What follows belongs to an exercise in optimizing a design on an open flow for small area, a short achievable clock period and few clock cycles; a production flow would make more cautious choices. No run shown here included a check of the RTL's function; only the layout flow was run. Power figures rest on the tool's default switching activity, not on a simulated workload.

## flow/config.mk

```make
export PLATFORM = sky130hd
export DESIGN_NAME = w25n_encoder
export DESIGN_NICKNAME = w25n_encoder
export VERILOG_FILES = /design/flow/design.v
export SDC_FILE = /design/flow/constraint.sdc
export NUM_CORES = 4
export LEC_CHECK = 0
export CAP_MARGIN = 20
export CORE_MARGIN = 2
export CORE_UTILIZATION = 40
export SETUP_SLACK_MARGIN = 5
export SLEW_MARGIN = 20
```

## flow/constraint.sdc

```tcl
create_clock -name core_clock -period 10.0 [get_ports {clk}]
set_input_delay 2.0000 -clock core_clock [delete_from_list [all_inputs] [get_ports {clk}]]
set_output_delay 2.0000 -clock core_clock [all_outputs]
set_load 0.01 [all_outputs]
```

## flow/design.v

```verilog
module w25n_encoder (
    input  wire        clk,
    input  wire        rst,
    input  wire        req_valid,
    output wire        req_ready,
    input  wire [31:0] req_word0,
    input  wire [31:0] req_a,
    input  wire [31:0] req_b,
    input  wire        din_valid,
    output wire        din_ready,
    input  wire [7:0]  din_data,
    output reg         dout_valid,
    output wire [7:0]  dout_data,
    output reg         res_valid,
    output wire [7:0]  res_kind,
    output wire [31:0] res_info,
    output wire [23:0] res_rec,
    output reg         bus_valid,
    output reg  [7:0]  bus_tx,
    output reg         bus_last,
    input  wire        bus_ready,
    input  wire [7:0]  bus_rx,
    input  wire        bus_err
);
    localparam [4:0] T_BAD    = 5'd0;
    localparam [4:0] T_RESET  = 5'd1;
    localparam [4:0] T_JEDEC  = 5'd2;
    localparam [4:0] T_WREN   = 5'd3;
    localparam [4:0] T_WRDI   = 5'd4;
    localparam [4:0] T_RDREG  = 5'd5;
    localparam [4:0] T_WRREG  = 5'd6;
    localparam [4:0] T_BERASE = 5'd7;
    localparam [4:0] T_PLOAD  = 5'd8;
    localparam [4:0] T_PLOADR = 5'd9;
    localparam [4:0] T_PEXEC  = 5'd10;
    localparam [4:0] T_PREAD  = 5'd11;
    localparam [4:0] T_RDATA  = 5'd12;
    localparam [4:0] T_UNPROT = 5'd13;
    localparam [4:0] T_PWRDN  = 5'd14;
    localparam [4:0] T_SREAD  = 5'd16;
    localparam [4:0] T_SWRITE = 5'd17;
    localparam [4:0] T_SERASE = 5'd18;
    localparam [4:0] T_SCAP   = 5'd19;
    localparam [4:0] T_BSTAT  = 5'd20;
    localparam [4:0] T_SCANST = 5'd24;
    localparam [4:0] T_SCANNX = 5'd25;
    localparam [3:0] K_OK        = 4'h0;
    localparam [3:0] K_TRANSPORT = 4'h1;
    localparam [3:0] K_WREN      = 4'h2;
    localparam [3:0] K_WRDI      = 4'h3;
    localparam [3:0] K_ERASE     = 4'h4;
    localparam [3:0] K_PROGRAM   = 4'h5;
    localparam [3:0] K_PROTECT   = 4'h6;
    localparam [3:0] K_ALIGN     = 4'h7;
    localparam [3:0] K_BOUNDS    = 4'h8;
    localparam [3:0] K_BADREQ    = 4'hA;
    localparam [3:0] S_IDLE = 4'd0;
    localparam [3:0] S_DISP = 4'd1;    
    localparam [3:0] S_C1   = 4'd2;    
    localparam [3:0] S_SR   = 4'd3;    
    localparam [3:0] S_POLL = 4'd4;    
    localparam [3:0] S_RG   = 4'd5;    
    localparam [3:0] S_U1   = 4'd6;    
    localparam [3:0] S_U2   = 4'd7;    
    localparam [3:0] S_U3   = 4'd8;    
    localparam [3:0] S_WR   = 4'd9;    
    localparam [3:0] S_JED  = 4'd10;   
    localparam [3:0] S_ADR  = 4'd11;   
    localparam [3:0] S_LD   = 4'd12;   
    localparam [3:0] S_RD   = 4'd13;   
    localparam [3:0] S_RDM  = 4'd14;   
    localparam [3:0] S_CHK  = 4'd15;   
    reg [4:0] pd;
    always @(*) begin
        case (req_word0[7:0])
            8'h01: pd = T_RESET;
            8'h02: pd = T_JEDEC;
            8'h03: pd = T_WREN;
            8'h04: pd = T_WRDI;
            8'h05: pd = T_RDREG;
            8'h06: pd = T_WRREG;
            8'h07: pd = T_BERASE;
            8'h08: pd = T_PLOAD;
            8'h09: pd = T_PLOADR;
            8'h0A: pd = T_PEXEC;
            8'h0B: pd = T_PREAD;
            8'h0C: pd = T_RDATA;
            8'h0D: pd = T_UNPROT;
            8'h0E: pd = T_PWRDN;
            8'h20: pd = T_SREAD;
            8'h21: pd = T_SWRITE;
            8'h22: pd = T_SERASE;
            8'h23: pd = T_SCAP;
            8'h24: pd = T_BSTAT;
            8'h30: pd = T_SCANST;
            8'h31: pd = T_SCANNX;
            default: pd = T_BAD;
        endcase
        if (req_word0[31:24] != 8'h00) pd = T_BAD;
    end
    reg        pv;         
    reg [4:0]  P;          
    reg        pW;         
    reg [3:0]  st;
    reg [2:0]  hi;         
    reg        pay;        
    reg [4:0]  T;          
    reg [31:0] A;          
    reg [31:0] B;          
    reg [31:0] R;          
    reg [11:0] S;          
    reg [15:0] cap;        
    reg [7:0]  rxq;        
    reg [3:0]  kind;
    reg [8:0]  rs;         
    reg        ck_oob, ck_al, ck_bz;
    reg        adv;        
    reg        dr;         
    reg        skv;        
    reg [7:0]  skid;
    localparam [31:0] CAPACITY = 32'h1000_0000;
    wire mv   = bus_valid & bus_ready;
    wire slot = ~bus_valid | bus_ready;
    assign req_ready = (st == S_IDLE) & pv;
    assign din_ready = dr & ~skv;
    wire   take      = din_valid & dr & ~skv;
    assign dout_data = rxq;
    wire paged = (T == T_SREAD) | (T == T_SWRITE);
    wire scan  = (T == T_SCANNX);
    wire Z     = (R == 32'd0);
    wire Rnz   = ~Z;
    wire Z1    = (R[10:0] == 11'd1) & (paged | (R[31:11] == 21'd0));
    reg [2:0] hl;
    always @(*) begin
        case (st)
            S_C1:         hl = 3'd0;
            S_JED, S_RDM: hl = 3'd4;
            S_ADR:        hl = 3'd3;
            S_RD:         hl = scan ? 3'd5 : 3'd3;
            default:      hl = 3'd2;
        endcase
    end
    wire haspay = (st == S_LD) | ((st == S_RD) & ~scan);
    wire [2:0] hn = hi + 3'd1;
    reg  [7:0] nb;
    always @(*) begin
        nb = 8'h00;
        case (st)
            S_SR, S_POLL: if (hn == 3'd1) nb = 8'hC0;
            S_U1, S_U3:   if (hn == 3'd1) nb = 8'hA0;
            S_U2:         nb = (hn == 3'd1) ? 8'hA0 : (cap[15:8] & 8'h87);
            S_RG:         if (hn == 3'd1) nb = A[15:8];
            S_WR:         nb = (hn == 3'd1) ? A[15:8] : A[23:16];
            S_ADR:        nb = (hn == 3'd1) ? A[23:16] : (hn == 3'd2) ? A[15:8] : A[7:0];
            S_LD:         if (T != T_SWRITE) nb = (hn == 3'd1) ? A[15:8] : A[7:0];
            S_RD:         if (T == T_RDATA && hn[2:1] != 2'b10) nb = (hn == 3'd1) ? A[15:8] : (hn == 3'd2) ? A[7:0] : 8'h00;
            S_RDM:        if (hn == 3'd1) nb = 8'h08;
            default:      ;
        endcase
    end
    wire [7:0] c1_op = (T == T_RESET) ? 8'hFF :
                       (T == T_PWRDN) ? 8'hB9 :
                       (T == T_WRDI)  ? 8'h04 : 8'h06;
    wire [7:0] ad_op = (T == T_BERASE || T == T_SERASE) ? 8'hD8 :
                       (T == T_PEXEC  || T == T_SWRITE) ? 8'h10 : 8'h13;
    wire [7:0] ld_op = (T == T_PLOADR) ? 8'h84 : 8'h02;
    wire rw_oob  = (B > CAPACITY) || (A > CAPACITY - B);
    wire rw_al   = (A[10:0] != 11'd0) || (B[10:0] != 11'd0);
    wire er_oob  = (A > B) || (B > CAPACITY);
    wire er_al   = (A[16:0] != 17'd0) || (B[16:0] != 17'd0);
    wire more_er = (A[17:6] < B[28:17]);
    wire ld_want = (st == S_LD) &
                   ((mv & ~bus_last & (pay | (hi == 3'd2))) | (~bus_valid & pay));
    wire known = ({cap[7:0], rxq} == 16'hAA22);
    function [8:0] srcs(input [3:0] k, input [4:0] t);
        reg okk;
        begin
            okk = (k == K_OK);
            srcs[8] = (k == K_BADREQ) | (k == K_BOUNDS) | (k == K_ALIGN) |
                      (k == K_ERASE) | (k == K_PROGRAM) | (okk & (t == T_SCANNX));
            srcs[7] = okk & ((t == T_RDATA) | (t == T_SREAD));
            srcs[6] = okk & (t == T_JEDEC);
            srcs[5] = (k == K_WREN) | (k == K_WRDI) | (okk & ((t == T_RDREG) | (t == T_JEDEC)));
            srcs[4] = (k == K_PROTECT);
            srcs[3] = okk & (t == T_BSTAT);
            srcs[2] = okk & (t == T_SCAP);
            srcs[1] = 1'b0;
            srcs[0] = okk & (t == T_SCANNX);
        end
    endfunction
    assign res_kind = {4'd0, kind};
    assign res_info = ({32{rs[8]}} & A) | ({32{rs[7]}} & B) | {32{rs[1]}} |
                      {7'd0, rs[6] & known, {16{rs[6]}} & cap, {8{rs[5]}} & rxq} |
                      {28'd0, {4{rs[4]}} & rxq[6:3]} |
                      {31'd0, rs[3] & (rxq == 8'hFF)} |
                      {3'd0, rs[2], 28'd0};
    assign res_rec  = {24{rs[0]}} & {cap, rxq};
    reg [3:0] rk;
    always @(*) begin
        rk = K_OK;
        case (st)
            S_DISP: if (T == T_BAD) rk = K_BADREQ;
            S_CHK:  rk = ck_oob ? K_BOUNDS : ck_al ? K_ALIGN : K_OK;
            S_SR: begin
                if (T == T_WRDI) begin
                    if (bus_rx[1]) rk = K_WRDI;
                end else if (!bus_rx[1]) rk = K_WREN;
            end
            S_POLL: begin
                if (!bus_rx[0]) begin
                    if (bus_rx[2] && (T == T_BERASE || T == T_SERASE)) rk = K_ERASE;
                    if (bus_rx[3] && (T == T_PEXEC  || T == T_SWRITE)) rk = K_PROGRAM;
                end
            end
            S_U3: if (bus_rx[6:3] != 4'd0) rk = K_PROTECT;
            default: ;
        endcase
        if (bus_err && st != S_IDLE && st != S_DISP && st != S_CHK && st != S_U2)
            rk = K_TRANSPORT;
    end
    task go(input [3:0] ns, input [7:0] op, input lst);
        begin
            st        <= ns;
            hi        <= 3'd0;
            pay       <= 1'b0;
            bus_tx    <= op;
            bus_last  <= lst;
            bus_valid <= 1'b1;
        end
    endtask
    task fin;
        begin
            st        <= S_IDLE;
            bus_valid <= 1'b0;
            res_valid <= 1'b1;
        end
    endtask
    always @(posedge clk) begin
        rxq    <= bus_rx;
        ck_oob <= (T == T_SERASE) ? er_oob : rw_oob;
        ck_al  <= (T == T_SERASE) ? er_al : rw_al;
        ck_bz  <= (T != T_SERASE) & (B == 32'd0);
        P      <= pd;
        pW     <= (pd == T_BAD) | (pd == T_RDREG) | (pd == T_WRREG);
        pv     <= req_valid;
        if (mv && !(st == S_JED && bus_last) && st != S_RDM)
            cap <= {cap[7:0], bus_rx};
        if (st != S_IDLE) begin
            kind <= rk;
            rs   <= (st == S_DISP && scan && S[11]) ? 9'b000000010 : srcs(rk, T);
        end
        res_valid  <= 1'b0;
        dout_valid <= mv & pay & (st == S_RD);
        if (take) begin
            R <= R - 32'd1;
            if (Z1) dr <= 1'b0;
            if (!ld_want) begin
                skid <= din_data;
                skv  <= 1'b1;
            end
        end
        if (ld_want) begin
            pay <= 1'b1;
            if (skv) begin
                bus_tx    <= skid;
                bus_last  <= ~dr;
                bus_valid <= 1'b1;
                skv       <= 1'b0;
            end else if (take) begin
                bus_tx    <= din_data;
                bus_last  <= Z1;
                bus_valid <= 1'b1;
            end else begin
                bus_valid <= 1'b0;
            end
        end
        case (st)
            S_IDLE: begin
                if (pv) begin
                    T  <= P;
                    A  <= pW ? req_word0 : req_a;
                    B  <= req_b;
                    st <= S_DISP;
                end
            end
            S_DISP: begin
                R   <= B;
                adv <= 1'b0;
                case (T)
                    T_RESET, T_PWRDN, T_WREN, T_WRDI, T_BERASE, T_PLOAD, T_PLOADR:
                               go(S_C1, c1_op, 1'b1);
                    T_JEDEC:   go(S_JED, 8'h9F, 1'b0);
                    T_RDREG:   go(S_RG, 8'h0F, 1'b0);
                    T_WRREG:   go(S_WR, 8'h1F, 1'b0);
                    T_PEXEC:   go(S_ADR, 8'h10, 1'b0);
                    T_PREAD:   go(S_ADR, 8'h13, 1'b0);
                    T_RDATA:   go(S_RD, 8'h03, 1'b0);
                    T_UNPROT:  go(S_U1, 8'h0F, 1'b0);
                    T_SCANST: begin
                        S <= 12'd0;
                        fin;
                    end
                    T_SCANNX: begin
                        if (S[11])
                            fin;
                        else begin
                            A <= {14'd0, S, 6'd0};
                            S <= S + 12'd1;
                            go(S_ADR, 8'h13, 1'b0);
                        end
                    end
                    T_BSTAT: begin
                        A <= {11'd0, A[31:11]};
                        go(S_ADR, 8'h13, 1'b0);
                    end
                    T_SREAD, T_SWRITE, T_SERASE: st <= S_CHK;
                    default:   fin;    
                endcase
            end
            S_CHK: begin
                if (ck_oob || ck_al || ck_bz)
                    fin;
                else begin
                    A <= {11'd0, A[31:11]};
                    if (T == T_SREAD) go(S_ADR, 8'h13, 1'b0);
                    else              go(S_C1, 8'h06, 1'b1);
                end
            end
            default: begin
                if (mv && bus_last) begin
                    if (st == S_C1) begin
                        adv <= 1'b1;
                        if (adv) A[17:0] <= A[17:0] + ((T == T_SERASE) ? 18'd64 : 18'd1);
                    end
                    if (st == S_RD && T == T_SREAD)
                        A[17:0] <= A[17:0] + 18'd1;
                    if (rk != K_OK)
                        fin;
                    else case (st)
                        S_C1: begin
                            if (T == T_RESET || T == T_PWRDN) fin;
                            else go(S_SR, 8'h0F, 1'b0);
                        end
                        S_SR: begin
                            if (T == T_WRDI || T == T_WREN) fin;
                            else if (T == T_BERASE || T == T_SERASE) go(S_ADR, 8'hD8, 1'b0);
                            else go(S_LD, ld_op, 1'b0);
                        end
                        S_ADR: go(S_POLL, 8'h0F, 1'b0);
                        S_POLL: begin
                            if (bus_rx[0])
                                go(S_POLL, 8'h0F, 1'b0);
                            else case (T)
                                T_SERASE: if (more_er) go(S_C1, 8'h06, 1'b1); else fin;
                                T_SWRITE: if (Rnz) go(S_C1, 8'h06, 1'b1); else fin;
                                T_BSTAT:  go(S_RDM, 8'h03, 1'b0);
                                T_SREAD, T_SCANNX: go(S_RD, 8'h03, 1'b0);
                                default:  fin;    
                            endcase
                        end
                        S_LD: begin
                            if (T == T_SWRITE) go(S_ADR, 8'h10, 1'b0);
                            else fin;
                        end
                        S_RD: begin
                            if (scan) go(S_RDM, 8'h03, 1'b0);
                            else if (T == T_SREAD && Rnz) go(S_ADR, 8'h13, 1'b0);
                            else fin;
                        end
                        S_U1: go(S_U2, 8'h1F, 1'b0);
                        S_U2: go(S_U3, 8'h0F, 1'b0);
                        default: fin;    
                    endcase
                end else if (mv && (st != S_LD || !(pay || hi == 3'd2))) begin
                    if (pay || (haspay && hi == hl)) begin
                        pay      <= 1'b1;
                        bus_tx   <= 8'h00;
                        bus_last <= Z1;
                        R        <= R - 32'd1;
                    end else begin
                        hi       <= hn;
                        bus_tx   <= nb;
                        bus_last <= (hn == hl) & ~(haspay & Rnz);
                        if (st == S_LD && hn == hl && Rnz) dr <= 1'b1;
                    end
                end
            end
        endcase
        if (rst) begin
            st         <= S_IDLE;
            pv         <= 1'b0;
            bus_valid  <= 1'b0;
            res_valid  <= 1'b0;
            dout_valid <= 1'b0;
            dr         <= 1'b0;
            skv        <= 1'b0;
            S          <= 12'h800;
        end
    end
endmodule
```

## flow/run.sh

```bash
#!/bin/bash
# synth_recipe.tcl (not shown) runs the flow's synth.tcl, then flattens the netlist and writes it again
# the make line also repeats each setting of config.mk as NAME=value (left out here)
make -C /OpenROAD-flow-scripts/flow DESIGN_CONFIG=/design/flow/config.mk WORK_HOME=/design/flow/orfs CLKGATE_MAP_FILE= SYNTH_SCRIPT=/design/flow/synth_recipe.tcl finish
```

==> results of run 1 <==
## power by group through the flow
stage	sequential, mW	combinational [mW]	clock [mW]
detailed placement	1.55	2.46	0
floorplan	1.34	1.57	0
finish	1.55	2.54	0.753
CTS	1.54	2.47	0.755
global placement	1.56	2.42	0
global route	1.57	2.73	0.783
## state kept, by name, indices dropped and copies added, names as in the netlist, 3 cells and up
| register | count |
|---|---|
| cap | 16 |
| st | 4 |
| T | 5 |
| A | 32 |
| P | 5 |
| kind | 4 |
| rs | 9 |
| R | 32 |
| skid | 8 |
| hi | 3 |
| bus_tx | 8 |
| B | 32 |
| S | 12 |
| rxq | 8 |
## critical path: cells and delay by family, from the launching register on
kind,cells,cell delay (ps)
flip-flops,1,860
buffers and inverters,1,570
AND/OR/NAND/NOR,4,940
## synth_stat cells, types with 7 or more instances
library cell / count / area [sq um]
a21oi_1: 139 / 696
a211oi_1: 18 / 135
a2111oi_0: 7 / 61.3
ha_1: 88 / 1100
dfxtp_1: 81 / 1620
o31ai_1: 13 / 97.6
nand2_1: 157 / 589
o211ai_1: 17 / 128
nor3b_1: 10 / 75.1
a221o_1: 10 / 100
o21ai_0: 61 / 305
nand3_1: 48 / 240
or3_1: 10 / 62.6
clkbuf_1: 77 / 289
nor2b_1: 22 / 138
buf_2: 18 / 90.1
nor4_1: 22 / 138
nand4_1: 32 / 200
a311oi_1: 8 / 70.1
nor2_1: 154 / 578
a222oi_1: 20 / 200
o21a_1: 10 / 75.1
a221oi_1: 14 / 123
xor2_1: 21 / 184
edfxtp_1: 110 / 3300
xnor2_1: 44 / 385
and3_1: 18 / 113
o21ai_1: 45 / 225
buf_1: 10 / 37.5
o22ai_1: 19 / 119
o221ai_1: 9 / 78.8
mux2i_1: 18 / 180
nand2b_1: 22 / 138
or4_1: 8 / 60.1
o2111ai_1: 8 / 70.1
a21o_1: 19 / 143
inv_1: 47 / 176
a311o_1: 15 / 150
mux2_2: 17 / 191
nor3_1: 53 / 265
a31oi_1: 16 / 100
and2_1: 35 / 219
a22oi_1: 33 / 248
## kinds of logic (layout without fill, tap and decap cells)
kind of cell	count (synthesis)	count (layout)	share of synthesized area
adders and majority gates	88	88	0.0752
buffers and inverters	169	321	0.0475
other	1	5	0.000256
DFF	191	191	0.337
muxes	35	35	0.0254
AOI/OAI and AO/OA	536	536	0.248
and+or+nand+nor	646	646	0.228
xor gates and xnor gates	65	65	0.0389
## metrics by stage
step / util / instance area (sq um) / total power [mW]
5_1_grt: 0.486 / 17700 / 5.09
3_5_place_dp: 0.468 / 17000 / 4.01
6_report: 0.486 / 17700 / 4.84
3_3_place_gp: 0.468 / 17000 / 3.98
2_1_floorplan: - / 14600 / 2.91
4_1_cts: 0.485 / 17600 / 4.77
## metal layers
layer / vias up / GRT usage / part of all wire / wire length [microns]
met5: - / 0 / 0 / 0
met4: 0 / 0.105 / 0.033 / 2090
met3: 115 / 0.0622 / 0.091 / 5710
met2: 800 / 0.509 / 0.45 / 27900
met1: 7385 / 0.441 / 0.43 / 26700
li1: 6887 / - / - / -
## area by class of cell
| type | instances | area, sq um | area share |
|---|---|---|---|
| antenna | 1 | 2.50 | 0.000142 |
| timing repair buffer | 233 | 2250 | 0.128 |
| clock buffer | 23 | 504 | 0.0285 |
| multi-input combinational | 1374 | 9080 | 0.514 |
| inverter | 56 | 210 | 0.0119 |
| clock inverter | 9 | 118 | 0.00665 |
| sequential | 191 | 4920 | 0.279 |
| tap | 468 | 586 | 0.0331 |
## worst max path at each step
stage,endpoint,slack [ps],depth (start not counted)
finish,res_info[24],5140,5
floorplan,A[0],5390,4
global route,hi[2],5100,8
detailed placement,hi[1],4500,8
CTS,hi[0],5000,8
global placement,hi[1],4560,8
==> metrics.csv, run 1 <==
metric,value,unit
syn-instance-count,1731,
min_period_over_period,0.486,
wire_per_inst,26.5,microns
cts_sinks,191,
track_usage,0.321,
drv_cap,0,
synthToLayoutAreaGrowth,20.8,%
rsz0062_at_grt,false,
viasPerCell,6.45,
hold_class,reg -> reg,
ys_seq_area_frac,0.337,
yosysWarnings,1,
layout-drive-gt1-share,0.0620,
power.leakage,6.46,nW
clock_latency,470,ps
final_common_cell,clkdlybuf4s50_1,
run_status,timing/DRC/antenna clean,
tns,0,ps
grt_antenna_before_repair,2,
synth_area_per_cell,8.45,sq um
die_y,195,microns
criticalPathCategory,reg -> out,
crit_start,rs[6],
synth_ff_type,edfxtp_1,
fin_ws,5140,ps
fin_nets,2079,
end_kind,output port,
synth-async-reset-ratio,0,
wl,62.4,mm
htreeDepth,4,
p_int,2.57,mW
arrival,2860,ps
drc,0,
hpwl,47.3,mm
hold_viol_final,0,
cts_buffers,17,
final_cell_mix,"199 x clkdlybuf4s50_1, 157 x nand2_1, 154 x nor2_1, 139 x a21oi_1, 110 x edfxtp_1",
fin_crit,4860,ps
p_switching,2.27,mW
cp_slowest_stage_delay,860,ps
final_cells,2355,
dp.cells,2322,
hold_depth,0,
core_area,0.0363,sq mm
start_kind,flop,
worstMarginPinSlew,1080,ps
synth-seq-cells,191,
swShare,0.469,
gp_congestion,0.978,
num_vias,15200,
grt_pass1_wl,91.5,mm
num-fill-cells,3572,
crit_top_cell,nand2_1,
cts_tree,yes,
min_from,P[0],
cts_buffer_depth,2,
drt_iter0_drc,1886,
r2r_cells,16,
post-place-ws,4500,ps
root_buffer,clkbuf_16,
peakVddDrop,0.000157,V
drv_slew,0,
ios,204,
finalHoldWorstSlack,405,ps
rows,70,
p_seq_frac,0.320,
ant_nets,0,
grt_pass1_vias,14200,
dieArea,0.0381,sq mm
synth.distinct_cells,95,
start_util,0.403,
clkTransAtPathRegs,80,ps
r2r_end,ck_oob,
timing.rr.start,B[17],
setup_viol,0,
cpMaxStageDelayCell,edfxtp_1,
post-cts-setup-buffers,0,
crit_chain,nand2_1 > nor4_1 > nand4_1 > nand2_1 > clkdlybuf4s50_1,
fin_skew,15.3,ps
io_buffers,199,
worst_ep_required_time,8000,ps
slew_headroom,0.278,
reg2reg_slack,5530,ps
min_to,T[0],
holdBufCountCts,0,
synthesis.area,0.0146,sq mm
fmax,206,MHz
comb_power_share,0.524,
synth_edf_count,110,
p_per_area,274,mW/mm^2
dr.pass1.iters,6,
cp_max_fo,16,
die_w,195,microns
grt_max_degree,49,
gr-total-overflow,0,
cts_resized,0,
p_clk_frac,0.156,
==> run 2, diff against run 1 <==
--- a/flow/config.mk
+++ b/flow/config.mk
@@ -5,8 +5,8 @@
 export SDC_FILE = /design/flow/constraint.sdc
 export NUM_CORES = 4
 export LEC_CHECK = 0
-export CAP_MARGIN = 20
+export CAP_MARGIN = 70
 export CORE_MARGIN = 2
 export CORE_UTILIZATION = 40
 export SETUP_SLACK_MARGIN = 5
-export SLEW_MARGIN = 20
+export SLEW_MARGIN = 70
==> run 2 against run 1 <==
Area after synthesis stayed put. Highest routed layer is now met5. Critical path depth is 3 higher. Largest cell class unchanged. Count of clock-buffer cells in the layout is 3 lower. First-iteration DRC count is 7.1% lower. Global-route usage is 0.078 points higher. Clock skew is 1.9 ps lower. Utilization is 1.7 points higher. Maximum frequency is 1.0% higher. Sequential power is 6% lower.
==> metrics.csv, run 2 <==
metric,value,unit
wire_per_inst,26.1,microns
ys_seq_area_frac,0.337,
holdBufCountCts,0,
min_period_over_period,0.481,
viasPerCell,6.39,
crit_chain,clkdlybuf4s50_1 > or4_1 > a32o_1 > a311oi_2 > a21oi_1 > nor3_2 > o2111ai_1 > a311oi_2,
fin_crit,4810,ps
hpwl,48.2,mm
synth_edf_count,110,
tns,0,ps
htreeDepth,4,
rows,70,
fin_nets,2118,
yosysTopAreaCellShare,0.226,
ant_nets,0,
grt_max_degree,49,
cts_tree,yes,
num_vias,15300,
track_usage,0.322,
grt_pass1_wl,91.9,mm
layout-drive-gt1-share,0.115,
clock_latency,480,ps
p_per_area,269,mW/mm^2
cts_resized,0,
start_kind,input port,
drt_iter0_drc,1752,
synth.distinct_cells,95,
run_status,timing/DRC/antenna clean,
cts_buffers,17,
synthTopCellsByArea,"edfxtp_1 23%, dfxtp_1 11%, ha_1 7.5%, a21oi_1 4.8%, nand2_1 4.0%",
cp_slowest_stage_delay,700,ps
synth_top_area_cell,edfxtp_1,
worst_ep_required_time,10150,ps
grt_pass1_vias,14300,
die_y,195,microns
hold_class,reg -> reg,
setup_viol,0,
finalHoldWorstSlack,405,ps
drc,0,
crit_top_cell,a311oi_2,
post-cts-setup-buffers,0,
synth_area_per_cell,8.45,sq um
criticalPathCategory,in -> reg,
cpMaxStageDelayCell,or4_1,
final_cell_mix,"197 x clkdlybuf4s50_1, 154 x nand2_1, 148 x nor2_1, 132 x a21oi_1, 110 x edfxtp_1",
clkTransAtPathRegs,70,ps
dp.cells,2354,
n_antenna_cell,0,
synthesis.area,0.0146,sq mm
hold_viol_final,0,
synthMostInstantiatedCell,nand2_1,
largestRegisters,"A: 32 flops, B: 32 flops, R: 32 flops",
cp_max_fo,5,
start_util,0.403,
die_w,195,microns
fmax,208,MHz
synth-seq-cells,191,
yosysWarnings,1,
drv_slew,0,
synth_common_cells,"157 x nand2_1, 154 x nor2_1, 139 x a21oi_1",
cts_sinks,191,
gr-total-overflow,0,
power.leakage,6.67,nW
synth_ff_type,edfxtp_1,
gp_congestion,0.978,
final_common_cell,clkdlybuf4s50_1,
grt_antenna_before_repair,1,
synth-async-reset-ratio,0,
final_cells,2393,
synthToLayoutAreaGrowth,25.1,%
rsz0062_at_grt,false,
syn-instance-count,1731,
root_buffer,clkbuf_16,
fin_skew,13.4,ps
io_buffers,199,
dieArea,0.0381,sq mm
arrival,4960,ps
finalPower,4.93,mW
core_area,0.0363,sq mm
peakVddDrop,0.000146,V
ios,204,
cts_buffer_depth,2,
dr.pass1.iters,7,
end_kind,flop,
wl,62.4,mm
drv_cap,0,
==> run 2: cell counts after synthesis <==
No cell type changed its count.
==> run 2: kinds of logic (layout without fill, tap and decap cells) <==
logic type,after synthesis,in the layout,synth area share
buf+inv,169,360,0.0475
mux,35,35,0.0254
fa+ha+maj,88,88,0.0752
flops,191,191,0.337
compound gates,536,536,0.248
other cells,1,4,0.000256
xor+xnor,65,65,0.0389
simple gates,646,646,0.228
==> run 2: power by group <==
part           internal [mW]  switching, mW  total, mW
sequential              1.13          0.332       1.46
clock                  0.346          0.347      0.693
combinational           1.12           1.66       2.78
==> run 2: final cells by class <==
| type | instances | area, sq um |
|---|---|---|
| clock buffers | 20 | 468 |
| clock inverters | 12 | 97.6 |
| fillers | 3511 | 18000 |
| inverters | 56 | 219 |
| multi-input cells | 1374 | 9500 |
| flip-flops and latches | 191 | 4930 |
| well taps | 468 | 586 |
| repair buffers | 272 | 2500 |
==> run 2: layer usage <==
metal  GRT usage  vias to the layer above  wire, microns
met5           0                        -             13
met4       0.120                        2           2200
met3      0.0544                      130           5340
met2       0.506                      794          28000
met1       0.444                     7404          26900
li1            -                     6968              -
==> run 2: path summary, 6_finish.rpt <==
path	slack, ps	from	endpoint	cells after the start
max	5190	bus_rx[3]	hi[2]	8
min reg2reg	410	P[1]	T[1]	0
min	410	P[1]	T[1]	0
max reg2reg	5730	B[5]	ck_oob	13
==> run 2: per-stage QoR <==
step	setup WS [ps]	utilization	area, sq um
finish	5190	0.504	18300
CTS	5150	0.500	18200
detailed placement	4630	0.484	17600
global placement	4560	0.468	17000
floorplan	5390	-	14600
global route	5090	0.504	18300
==> run 2: worst max-delay path: cells and delay by family <==
| family | cells | cell delay [ps] |
|---|---|---|
| simple gates | 2 | 1020 |
| compound gates | 5 | 1320 |
| buf+inv | 1 | 610 |
==> run 3, diff against run 2 <==
--- a/flow/design.v
+++ b/flow/design.v
@@ -113,7 +113,7 @@
     reg [7:0]  rxq;        
     reg [3:0]  kind;
     reg [8:0]  rs;         
-    reg        ck_oob, ck_al, ck_bz;
+    reg        cy, nz;     
     reg        adv;        
     reg        dr;         
     reg        skv;        
@@ -164,10 +164,22 @@
     wire [7:0] ad_op = (T == T_BERASE || T == T_SERASE) ? 8'hD8 :
                        (T == T_PEXEC  || T == T_SWRITE) ? 8'h10 : 8'h13;
     wire [7:0] ld_op = (T == T_PLOADR) ? 8'h84 : 8'h02;
-    wire rw_oob  = (B > CAPACITY) || (A > CAPACITY - B);
-    wire rw_al   = (A[10:0] != 11'd0) || (B[10:0] != 11'd0);
-    wire er_oob  = (A > B) || (B > CAPACITY);
-    wire er_al   = (A[16:0] != 17'd0) || (B[16:0] != 17'd0);
+    wire       ser   = (T == T_SERASE);
+    wire [7:0] ca    = (hi[1:0] == 2'd0) ? A[7:0]   : (hi[1:0] == 2'd1) ? A[15:8] :
+                       (hi[1:0] == 2'd2) ? A[23:16] : A[31:24];
+    wire [7:0] cb    = (hi[1:0] == 2'd0) ? B[7:0]   : (hi[1:0] == 2'd1) ? B[15:8] :
+                       (hi[1:0] == 2'd2) ? B[23:16] : B[31:24];
+    wire [8:0] csum  = {1'b0, ca} + {1'b0, cb ^ {8{ser}}} + {8'd0, cy};
+    wire       nz_n  = nz | (csum[7:0] != 8'd0);           
+    wire       b_gt_cap = (B[31:29] != 3'd0) || (B[28] && (B[27:0] != 28'd0));
+    wire       rw_oob = csum[8] | (csum[7:5] != 3'd0) |
+                        (csum[4] & (nz | (csum[3:0] != 4'd0)));
+    wire       er_oob = csum[8] | b_gt_cap;
+    wire       ck_oob = ser ? er_oob : rw_oob;
+    wire       ck_al  = ser ? ((A[16:0] != 17'd0) || (B[16:0] != 17'd0))
+                            : ((A[10:0] != 11'd0) || (B[10:0] != 11'd0));
+    wire       ck_bz  = ~ser & (B == 32'd0);
+    wire       ck_end = (hi[1:0] == 2'd3);
     wire more_er = (A[17:6] < B[28:17]);
     wire ld_want = (st == S_LD) &
                    ((mv & ~bus_last & (pay | (hi == 3'd2))) | (~bus_valid & pay));
@@ -200,7 +212,7 @@
         rk = K_OK;
         case (st)
             S_DISP: if (T == T_BAD) rk = K_BADREQ;
-            S_CHK:  rk = ck_oob ? K_BOUNDS : ck_al ? K_ALIGN : K_OK;
+            S_CHK:  rk = (ck_end & ck_oob) ? K_BOUNDS : (ck_end & ck_al) ? K_ALIGN : K_OK;
             S_SR: begin
                 if (T == T_WRDI) begin
                     if (bus_rx[1]) rk = K_WRDI;
@@ -235,11 +247,15 @@
             res_valid <= 1'b1;
         end
     endtask
+    wire r_dec = take | ((st == S_RD) & ~scan & mv & ~bus_last & (pay | (hi == 3'd3)));
+    always @(posedge clk) begin
+        if (st == S_DISP)
+            R <= B;
+        else if (r_dec)
+            R <= R - 32'd1;
+    end
     always @(posedge clk) begin
         rxq    <= bus_rx;
-        ck_oob <= (T == T_SERASE) ? er_oob : rw_oob;
-        ck_al  <= (T == T_SERASE) ? er_al : rw_al;
-        ck_bz  <= (T != T_SERASE) & (B == 32'd0);
         P      <= pd;
         pW     <= (pd == T_BAD) | (pd == T_RDREG) | (pd == T_WRREG);
         pv     <= req_valid;
@@ -252,7 +268,6 @@
         res_valid  <= 1'b0;
         dout_valid <= mv & pay & (st == S_RD);
         if (take) begin
-            R <= R - 32'd1;
             if (Z1) dr <= 1'b0;
             if (!ld_want) begin
                 skid <= din_data;
@@ -284,7 +299,6 @@
                 end
             end
             S_DISP: begin
-                R   <= B;
                 adv <= 1'b0;
                 case (T)
                     T_RESET, T_PWRDN, T_WREN, T_WRDI, T_BERASE, T_PLOAD, T_PLOADR:
@@ -313,12 +327,22 @@
                         A <= {11'd0, A[31:11]};
                         go(S_ADR, 8'h13, 1'b0);
                     end
-                    T_SREAD, T_SWRITE, T_SERASE: st <= S_CHK;
+                    T_SREAD, T_SWRITE, T_SERASE: begin
+                        hi <= 3'd0;
+                        cy <= 1'b0;
+                        nz <= 1'b0;
+                        st <= S_CHK;
+                    end
                     default:   fin;    
                 endcase
             end
             S_CHK: begin
-                if (ck_oob || ck_al || ck_bz)
+                hi <= hn;
+                cy <= csum[8];
+                nz <= nz_n;
+                if (!ck_end)
+                    ;
+                else if (ck_oob || ck_al || ck_bz)
                     fin;
                 else begin
                     A <= {11'd0, A[31:11]};
@@ -376,7 +400,6 @@
                         pay      <= 1'b1;
                         bus_tx   <= 8'h00;
                         bus_last <= Z1;
-                        R        <= R - 32'd1;
                     end else begin
                         hi       <= hn;
                         bus_tx   <= nb;
==> flow/flow/run.sh (new file) <==
#!/bin/bash
# Own layout flow: the standard flow, with a stronger setup-repair target
# (a larger slack margin) for the steps after synthesis. Synthesis is the
# standard one, unchanged. Each tool's output goes to its own log here.
set -euo pipefail
MARGIN=$(cat flow/margin.txt)
PORTBUF=$(cat flow/portbuf.txt 2>/dev/null || true)

# 1. standard synthesis, unchanged
bash standard.sh synth > synth.log 2>&1

# 2. the rest of the standard flow with the larger margin
sed -e "s/SETUP_SLACK_MARGIN=[^ ]*/SETUP_SLACK_MARGIN=${MARGIN}/" standard.sh > layout.sh
grep -q "SETUP_SLACK_MARGIN=${MARGIN}" layout.sh
if [[ -n "$PORTBUF" ]]; then
  export BUFFER_PORTS_ARGS="-buffer_cell ${PORTBUF}"
fi
bash layout.sh finish > layout.log 2>&1
test -f out/final.def
==> flow/flow/margin.txt (new file) <==
6.5
==> flow/standard.sh (new file) <==
#!/bin/bash
# synth_recipe.tcl (not shown) runs the flow's synth.tcl, then flattens the netlist and writes it again
# the make line also repeats each setting of config.mk as NAME=value (left out here)
make -C /OpenROAD-flow-scripts/flow DESIGN_CONFIG=/design/flow/config.mk WORK_HOME=/design/flow/orfs CLKGATE_MAP_FILE= SYNTH_SCRIPT=/design/flow/synth_recipe.tcl "${@:-finish}"
--- a/flow/config.mk
+++ b/flow/config.mk
@@ -5,8 +5,8 @@
 export SDC_FILE = /design/flow/constraint.sdc
 export NUM_CORES = 4
 export LEC_CHECK = 0
-export CAP_MARGIN = 70
+export CAP_MARGIN = 20
 export CORE_MARGIN = 2
 export CORE_UTILIZATION = 40
 export SETUP_SLACK_MARGIN = 5
-export SLEW_MARGIN = 70
+export SLEW_MARGIN = 20
removed: flow/run.sh
==> run 3 against run 2 <==
Maximum frequency rose by 11%. Non-clock buffer count rose by 70. Total power rose by 14%. Largest cell class unchanged.
==> metrics.csv, run 3 <==
metric,value,unit
run_status,timing/DRC/antenna clean,
crit_chain,inv_2 > ha_4 > buf_12 > mux2i_1 > nor2_1 > a21oi_1 > o21ai_0 > xnor2_1 > ha_1 > inv_1 > nor3_1 > a221oi_1 > o2111ai_2 > o31a_1 > buf_4 > buf_6 > nor3b_4 > buf_6 > mux2i_2 > o21ai_1,
met2_length,28.4,mm
top_layer,met4,
fin_skew,13.0,ps
met1_length,26.9,mm
root_buffer,clkbuf_16,
synth_common_cells,"178 x nand2_1, 174 x nor2_1, 144 x edfxtp_1",
synthToLayoutAreaGrowth,35.9,%
clkTransAtPathRegs,80,ps
wire_per_inst,27.6,microns
cts_tree,yes,
synth-seq-cells,190,
final_common_cell,nand2_1,
drv_cap,0,
synth_top_area_cell,edfxtp_1,
p_seq_frac,0.274,
wl_met3,7.24,mm
yosysWarnings,1,
cpMaxStageDelayCell,edfxtp_1,
synth-async-reset-ratio,0,
hpwl,45.3,mm
clock_latency,470,ps
fin_nets,2073,
synth_edf_count,144,
ys_seq_area_frac,0.373,
synthesis.area,0.0141,sq mm
start_util,0.406,
fin_util,0.552,
core_area,0.0346,sq mm
htreeDepth,4,
viasPerCell,6.43,
cp_max_fo,11,
die_y,192,microns
criticalPathCategory,reg -> reg,
worstMarginPinSlew,1140,ps
cts_sinks,190,
synth.distinct_cells,93,
ant_nets,0,
synthMostInstantiatedCell,nand2_1,
min_period_over_period,0.435,
setup_viol,0,
wl,65.9,mm
grt_antenna_before_repair,2,
p_int,2.97,mW
drc,0,
cp_slowest_stage_delay,420,ps
ios,204,
syn-instance-count,1680,
tns,0,ps
synth_area_per_cell,8.38,sq um
synth_ff_type,edfxtp_1,
yosysTopAreaCellShare,0.307,
num_vias,15400,
peakVddDrop,0.000174,V
gr-total-overflow,0,
power.leakage,6.90,nW
track_usage,0.352,
comb_power_share,0.595,
fin_crit,4350,ps
rows,68,
grt_max_degree,64,
dr.pass1.iters,9,
gp_congestion,1.00,
grt_pass1_wl,94.6,mm
dieArea,0.0367,sq mm
layout-drive-gt1-share,0.236,
end_kind,flop,
p_per_area,293,mW/mm^2
cts_buffers,17,
die_w,192,microns
grt_pass1_vias,14400,
fmax,230,MHz
crit_top_cell,buf_6,
synthTopCellsByArea,"edfxtp_1 31%, dfxtp_1 6.5%, a21oi_1 5.1%, nand2_1 4.7%, nor2_1 4.6%",
p_clk_frac,0.131,
p_switching,2.63,mW
largestRegisters,"A: 32 flops, B: 32 flops, R: 32 flops",
worst_ep_required_time,10340,ps
start_kind,flop,
io_buffers,199,
hold_class,reg -> reg,
drt_iter0_drc,1821,
final_cell_mix,"169 x nand2_1, 166 x nor2_1, 144 x edfxtp_1, 133 x clkdlybuf4s50_1, 121 x a21oi_1",
reg2reg_slack,5650,ps
rsz0062_at_grt,true,
cts_buffer_depth,2,
hold_viol_final,0,
slew_headroom,0.238,
arrival,4690,ps
drv_slew,0,
swShare,0.470,
## run 3: timing repair
action	CTS	global route
pin swaps	51	53
gates cloned	9	2
hold buffers	0	0
setup endpoints to repair	146	114
buffers inserted	88	22
resized for setup	399	100
## run 3: logic make-up (layout without fill, tap and decap cells)
family | after synthesis | count (layout) | synth area share
simple gates | 654 | 656 | 0.231
buf+inv | 177 | 426 | 0.0499
flops | 190 | 190 | 0.373
fa+ha+maj | 34 | 34 | 0.0313
xor+xnor | 61 | 61 | 0.0380
compound gates | 506 | 506 | 0.234
mux | 57 | 57 | 0.0423
other cells | 1 | 6 | 0.000266
## run 3: layout make-up
cell class,count,area [sq um]
fill,3224,15500
multi-input combinational,1318,9080
sequential,190,5280
timing repair buffer,342,3380
tap,455,569
clock buffer,19,475
inverter,52,195
clock inverter,13,145
antenna,2,5.00
## run 3: path summary, 6_finish.rpt
kind	cells after the start	end	startpoint
max reg2reg	20	bus_tx[4]	hi[0]
min	0	T[2]	P[2]
max	20	bus_tx[4]	hi[0]
min reg2reg	0	T[2]	P[2]
## run 3: power by group through the flow
stage | logic [mW] | clock network (mW) | registers [mW]
after global routing | 3.51 | 0.770 | 1.54
after global placement | 2.43 | 0 | 1.55
after detailed placement | 2.43 | 0 | 1.56
final | 3.34 | 0.736 | 1.53
after CTS | 3.01 | 0.740 | 1.50
after floorplan | 1.69 | 0 | 1.29
## run 3: critical path, delay by kind of cell, from the launching register on
family                   cells  cell delay [ps]
AO/OA/AOI/OAI                6             1420
XOR/XNOR                     1              160
adder cells (fa/ha/maj)      2              580
buffers and inverters        6              870
flip-flops                   1              420
multiplexers                 2              420
AND/OR/NAND/NOR              3              310
## run 3: per-layer routing
layer | vias up | GRT usage
met5 | - | 0
met4 | 0 | 0.164
met3 | 203 | 0.0819
met2 | 1023 | 0.533
met1 | 7381 | 0.476
li1 | 6771 | -
## run 3: through the flow
step / hold WS (ps) / area [sq um] / total power, mW / cells / setup slack, ps
after floorplan: 386 / 14300 / 2.98 / 1683 / 5770
after global placement: 390 / 16500 / 3.98 / 2235 / 4750
after detailed placement: 391 / 16500 / 3.99 / 2235 / 4650
after CTS: 407 / 18500 / 5.25 / 2364 / 5870
after global routing: 414 / 19100 / 5.82 / 2389 / 5590
final: 406 / 19100 / 5.61 / 2391 / 5650
==> run 4, diff against run 3 <==
==> flow/flow/portbuf.txt (new file) <==
sky130_fd_sc_hd__buf_2
==> run 4 against run 3 <==
Still clean on timing, DRC and antenna. Die area is the same. Area after synthesis unchanged. Sequential power about the same. Global-route usage shrank 1.5 points. Clock power is 1% higher. Worst hold slack better by 3.0 ps. Total power fell by 2.2%. Wire length is 4.0% lower. Critical endpoint is now A[7].
==> metrics.csv, run 4 <==
metric,value,unit
run_status,timing/DRC/antenna clean,
synth_area_per_cell,8.38,sq um
synth_common_cells,"178 x nand2_1, 174 x nor2_1, 144 x edfxtp_1",
comb_power_share,0.590,
synthMostInstantiatedCell,nand2_1,
die_w,192,microns
fmax,238,MHz
clock_latency,480,ps
swShare,0.481,
fin_crit,4200,ps
slew_headroom,0.257,
rsz0062_at_grt,true,
start_util,0.406,
fin_skew,20.9,ps
setup_viol,0,
clkTransAtPathRegs,90,ps
grt_pass1_wl,91.5,mm
rows,68,
tns,0,ps
syn-instance-count,1680,
p_switching,2.64,mW
cts_buffers,17,
grt_pass1_vias,14100,
drv_slew,0,
power.leakage,6.77,nW
synth-async-reset-ratio,0,
num_vias,15300,
worstMarginPinSlew,1110,ps
synth-simple-area-share,0.231,
synth_edf_count,144,
grt_max_degree,64,
p_per_area,304,mW/mm^2
ys_seq_area_frac,0.373,
fin_nets,2055,
track_usage,0.337,
synth_top_family_by_area,compound AO/OA/AOI/OAI gates,
dr.pass1.iters,10,
synthesis.area,0.0141,sq mm
synthToLayoutAreaGrowth,28.3,%
die_y,192,microns
p_seq_frac,0.274,
worst_ep_required_time,10170,ps
layout-drive-gt1-share,0.284,
p_int,2.85,mW
gr-total-overflow,0,
grt_antenna_before_repair,0,
largestRegisters,"A: 32 flops, B: 32 flops, R: 32 flops",
htreeDepth,4,
synth.area.mux_share,0.0423,
end_kind,flop,
drc,0,
holdBufCountCts,0,
synth.distinct_cells,93,
placed_area,0.0155,sq mm
yosysWarnings,1,
arrival,4370,ps
p_clk_frac,0.136,
synth-seq-cells,190,
final_cell_mix,"194 x buf_2, 170 x nand2_1, 169 x nor2_1, 144 x edfxtp_1, 119 x a21oi_1",
final_area,0.0181,sq mm
cts_tree,yes,
synth_compound_area_frac,0.234,
cp_max_fo,18,
hpwl,44.1,mm
final_common_cell,buf_2,
hold_class,reg -> reg,
drv_cap,0,
start_kind,flop,
root_buffer,clkbuf_16,
peakVddDrop,0.000190,V
ant_nets,0,
synthTopCellsByArea,"edfxtp_1 31%, dfxtp_1 6.5%, a21oi_1 5.1%, nand2_1 4.7%, nor2_1 4.6%",
synthXorXnorAreaFrac,0.0380,
core_area,0.0346,sq mm
wire_per_inst,26.7,microns
synthAdderAreaFrac,0.0313,
ios,204,
criticalPathCategory,reg -> reg,
gp_congestion,1.01,
dieArea,0.0367,sq mm
n_antenna_cell,0,
cts_sinks,190,
min_period_over_period,0.420,
cts_buffer_depth,2,
hold_viol_final,0,
synth_top_area_cell,edfxtp_1,
drt_iter0_drc,2055,
synth_ff_type,edfxtp_1,
viasPerCell,6.43,
wl,63.3,mm
io_buffers,199,
yosysTopAreaCellShare,0.307,
-- run 4: routing by layer --
layer	part of all wire	wire length, microns	up-vias	track usage
met3	0.11	6690	183	0.0621
met5	0	0	-	0
li1	-	-	6731	-
met1	0.40	25200	7313	0.458
met2	0.44	27900	1027	0.513
met4	0.055	3470	0	0.172
-- run 4: final cells by class --
type	count	area [sq um]
Clock buffer	17	425
Clock inverter	15	216
Fill cell	3278	16600
Inverter	52	195
Multi-Input combinational cell	1318	8990
Sequential cell	190	5260
Tap cell	455	569
Timing Repair Buffer	324	2400
-- run 4: metrics by stage --
stage,util,power [mW],hold slack (ps),std cells,setup slack [ps]
global placement,0.447,3.80,395,2234,4800
global route,0.521,5.71,417,2371,5630
floorplan,-,2.98,386,1683,5770
detailed placement,0.447,3.81,395,2234,4640
CTS,0.503,5.12,414,2336,5830
finish,0.521,5.48,409,2371,5800
-- run 4: worst paths after layout --
kind	start	end	slack, ps	cells after the start
max	hi[1]	A[7]	5800	20
min	P[3]	T[3]	410	0
max reg2reg	hi[1]	A[7]	5800	20
min reg2reg	P[3]	T[3]	410	0
-- run 4: logic make-up after synthesis --
family,after synthesis
other cells,1
compound gates,506
flops,190
mux,57
buf+inv,177
xor+xnor,61
simple gates,654
fa+ha+maj,34
-- run 4: critical path: stages (launching register included) --
cell	delay, ps
edfxtp_1	470
ha_4	220
buf_6	130
mux2i_1	110
nor2_1	130
a21oi_1	60
nor2_1	140
a21oi_2	50
fa_2	380
inv_2	60
fa_2	410
nand2b_4	170
nor4b_4	200
mux2_4	200
nor2_4	40
o31a_1	340
nor2_4	210
buf_6	140
a21oi_2	60
o21ai_4	170
buf_12	180
-- run 4: what timing repair did --
action	CTS	global route
pin swaps	51	49
gates resized for setup	143	48
endpoints found under the setup margin	135	100
setup buffers	64	29
cloned	6	5
-- run 4: power groups by stage --
stage,clock (mW),combinational (mW),sequential [mW]
after floorplan,0,1.69,1.29
after global placement,0,2.28,1.52
after detailed placement,0,2.29,1.52
after CTS,0.752,2.89,1.48
after global routing,0.781,3.42,1.51
final,0.745,3.24,1.50

[what the ideal ports hide]
The flow's constraints put no driver on any port. The routed layouts listed below were extracted and timed again, unchanged, in two steps.
Step 1, drivers: a clkbuf_16 drives clk and a buf_2 each remaining input, both assumed.
Step 2, shift: input delay + t, output delay - t, t = (earliest + latest rising clock arrival at the registers) / 2. This alone moves slack from input paths to output paths.
a / b / c = no drivers / after step 1 / after step 2; a / b = the first two.
run	t (ns)	slack for setup (ns)	latest minus earliest clock arrival (ns)
run 1	0.520	5.136 / 5.080 / 4.716	0.017 / 0.017
run 2	0.525	5.185 / 5.150 / 4.693	0.013 / 0.014
run 3	0.522	5.652 / 5.652 / 5.600	0.013 / 0.013
run 4	0.520	5.801 / 5.801 / 5.390	0.021 / 0.021
After both steps every run listed still meets setup and hold. For run 2, which loses most, drivers alone change the setup slack by -0.035 ns; drivers and shift together by -0.492 ns.
